What follows belongs to an exercise in optimizing a design on an open flow for small area, a short achievable clock period and few clock cycles; a production flow would make more cautious choices. Only simulation tests tie the RTL to the original design; equivalence was not proved. Power and IR drop assume default switching activity.

// vm_core
module vm_core (
    input  wire         clk,
    input  wire         rst,
    input  wire [159:0] image,
    output reg  [1:0]   run_state,
    output reg  [1:0]   fault_kind,
    output reg  [15:0]  fault_addr,
    output reg  [7:0]   fault_opcode,
    output reg  [2:0]   fault_op,
    output wire [15:0]  ip,
    output wire [15:0]  r1,
    output wire [15:0]  r2,
    output wire [159:0] mem
);
Settings: LEC_CHECK=0, ABC_AREA=1, CAP_MARGIN=20, CORE_MARGIN=2, CORE_UTILIZATION=45, SETUP_SLACK_MARGIN=4, SLEW_MARGIN=20; clock period 10.0 ns.
run.sh (not shown) runs the stock make flow with config.mk's settings and CLKGATE_MAP_FILE= SYNTH_SCRIPT=/design/flow/synth_recipe.tcl, a recipe that flattens the netlist after the stock synthesis.
The baseline went through all stages and came out clean.
Testbench counts at the start, summed over its fixed seeds: cycles 42,873.
Rerun with:
--- a/flow/design.v
+++ b/flow/design.v
@@ -26,34 +26,37 @@
     localparam [2:0] OP_WRITE16 = 3'd4;
     localparam [2:0] OP_JUMP    = 3'd5;
     localparam [7:0] OPC_LOAD  = 8'h01;
     localparam [7:0] OPC_STORE = 8'h02;
     localparam [7:0] OPC_ADD   = 8'h03;
     localparam [7:0] OPC_SUB   = 8'h04;
     localparam [7:0] OPC_JMP   = 8'h05;
     localparam [7:0] OPC_JE    = 8'h06;
     localparam [7:0] OPC_ADDI  = 8'h07;
     localparam [7:0] OPC_HALT  = 8'hFF;
     reg [159:0] m;       
     reg [15:0]  x0;      
-    reg [15:0]  x1;      
-    reg [15:0]  x2;      
-    reg         pend3;   
-    reg         pend4;   
+    reg [15:0]  u1, v1;  
+    reg         c1;
+    reg [15:0]  u2, v2;  
+    reg         c2;
+    reg         pend;    
+    reg [4:0]   padd;
     reg [19:0]  je;      
     assign ip  = x0;
+    wire [15:0] x1 = u1 + v1 + {15'd0, c1};
+    wire [15:0] x2 = u2 + v2 + {15'd0, c2};
     assign r1  = x1;
     assign r2  = x2;
     assign mem = m;
-    wire pend = pend3 | pend4;
     wire [7:0] mb [0:19];
     genvar gi;
     generate
         for (gi = 0; gi < 20; gi = gi + 1) begin : g_mb
             assign mb[gi] = m[8*gi +: 8];
         end
     endgenerate
     wire [4:0] p0 = x0[4:0];
     wire [7:0] s16 [0:22];
     wire [7:0] s8  [0:14];
     wire [7:0] s4  [0:10];
     wire [7:0] s2  [0:8];
@@ -181,66 +184,78 @@
             assign l4[gi] = pl[2] ? l8[gi + 4] : l8[gi];
         end
         for (gi = 0; gi < 3; gi = gi + 1) begin : g_l2
             assign l2[gi] = pl[1] ? l4[gi + 2] : l4[gi];
         end
         for (gi = 0; gi < 2; gi = gi + 1) begin : g_l1
             assign lw[gi] = pl[0] ? l2[gi + 1] : l2[gi];
         end
     endgenerate
     wire [15:0] ld_word = {lw[1], lw[0]};
     wire [15:0] imm   = {b3, b2};
     wire [15:0] opb   = is_addi ? imm : (is_sub ? ~src_b : src_b);
-    wire [15:0] alu   = src_a + opb + {15'd0, is_sub};
+    wire [15:0] nu    = is_load ? ld_word : src_a;
+    wire [15:0] nv    = is_load ? 16'd0 : opb;
+    wire        nc    = is_sub;
     wire wr_ip  = (is_load | is_addi) && (b1[1:0] == 2'd0);
-    wire [15:0] wval = is_load ? ld_word : alu;
     wire [4:0] pn     = px + (is_addi ? 5'd4 : 5'd3);
     wire       t_ok   = (is_load | is_add | is_sub | is_addi) && !wr_ip;
     wire [7:0] t_opc  = lead ? (is_addi ? w0[6] : w0[5]) : (is_addi ? w0[4] : w0[3]);
     wire [7:0] t_b1   = lead ? (is_addi ? w0[7] : w0[6]) : (is_addi ? w0[5] : w0[4]);
     wire       trail  = t_ok && (pn <= 5'd18) && (t_opc == OPC_JMP) && (t_b1 <= 8'd19);
     wire lo_je = (src_a[7:0] == OPC_JE);
     wire hi_je = (src_a[15:8] == OPC_JE);
     reg [4:0] ip_next;
     always @* begin
         if (taken)             ip_next = b1[4:0];
         else if (is_je)        ip_next = px + 5'd2;
         else if (trail)        ip_next = t_b1[4:0];
         else                   ip_next = pn;
     end
     integer i;
     always @(posedge clk) begin
         if (rst) begin
             m     <= image;
             x0    <= 16'd0;
-            x1    <= 16'd0;
-            x2    <= 16'd0;
-            pend3 <= 1'b0;
-            pend4 <= 1'b0;
+            u1    <= 16'd0;
+            v1    <= 16'd0;
+            c1    <= 1'b0;
+            u2    <= 16'd0;
+            v2    <= 16'd0;
+            c2    <= 1'b0;
+            pend  <= 1'b0;
+            padd  <= 5'd0;
             for (i = 0; i < 20; i = i + 1)
                 je[i] <= (image[8*i +: 8] == OPC_JE);
         end else if (pend) begin
-            x0    <= x0 + (pend3 ? 16'd3 : 16'd4);
-            pend3 <= 1'b0;
-            pend4 <= 1'b0;
+            x0    <= x0 + {11'd0, padd};
+            pend  <= 1'b0;
         end else if (exec) begin
             if (wr_ip) begin
-                x0    <= wval;
-                pend3 <= is_load;
-                pend4 <= is_addi;
+                x0    <= is_load ? ld_word : imm;
+                pend  <= 1'b1;
+                padd  <= is_load ? 5'd3 : px + 5'd4;
             end else begin
                 x0    <= {11'd0, ip_next};
             end
-            if (((is_load | is_addi) && b1[1:0] == 2'd1) || is_add || is_sub) x1 <= wval;
-            if ((is_load | is_addi) && b1[1:0] == 2'd2) x2 <= wval;
+            if (((is_load | is_addi) && b1[1:0] == 2'd1) || is_add || is_sub) begin
+                u1 <= nu;
+                v1 <= nv;
+                c1 <= nc;
+            end
+            if ((is_load | is_addi) && b1[1:0] == 2'd2) begin
+                u2 <= nu;
+                v2 <= nv;
+                c2 <= nc;
+            end
             if (is_store) begin
                 for (i = 0; i < 20; i = i + 1) begin
                     if (b2[4:0] == i || b2[4:0] + 5'd1 == i) begin
                         m[8*i +: 8] <= (b2[0] == i[0]) ? src_a[7:0] : src_a[15:8];
                         je[i]       <= (b2[0] == i[0]) ? lo_je : hi_je;
                     end
                 end
             end
         end else if (lead) begin
             x0 <= {11'd0, px};
         end
     end
The changed run completed with no timing, DRC or antenna violations.
Cell count climbs by 14%.
Power climbs by 16%.
Register-to-register slack improved by 0.36 ns.
Setup slack improved by 0.14 ns.
Die area climbs by 14%.
Routed wire length climbs by 14%.
Testbench counts after the change, summed over its fixed seeds: cycles 42,873.

[re-timing with driven ports]
In the flow no input, the clock included, has a driving cell. The finished layouts below were timed again as built, in two steps.
Step 1 assumes that a clkbuf_16 drives the clock port and a buf_2 every other input.
Step 2 moves the port delays by t, midway between the first and last clock arrival at a register: inputs arrive t later, outputs are due t later. That takes back most of the time a late clock gives input paths.
a / b / c = no drivers / after step 1 / after step 2; a / b = the first two.
| run | t (ns) | setup WS [ns] | hold slack, ns | slew at the worst register clock pin (ns) | pins driven straight from the clock port |
|---|---|---|---|---|---|
| the first run | 0.625 | 3.444 / 3.385 / 3.606 | 0.542 / 0.542 / 0.542 | 0.08 / 0.08 | 1 |
| the second run | 0.667 | 3.582 / 3.512 / 3.973 | 0.454 / 0.454 / 0.454 | 0.07 / 0.07 | 1 |
After both steps every run listed still meets setup and hold.
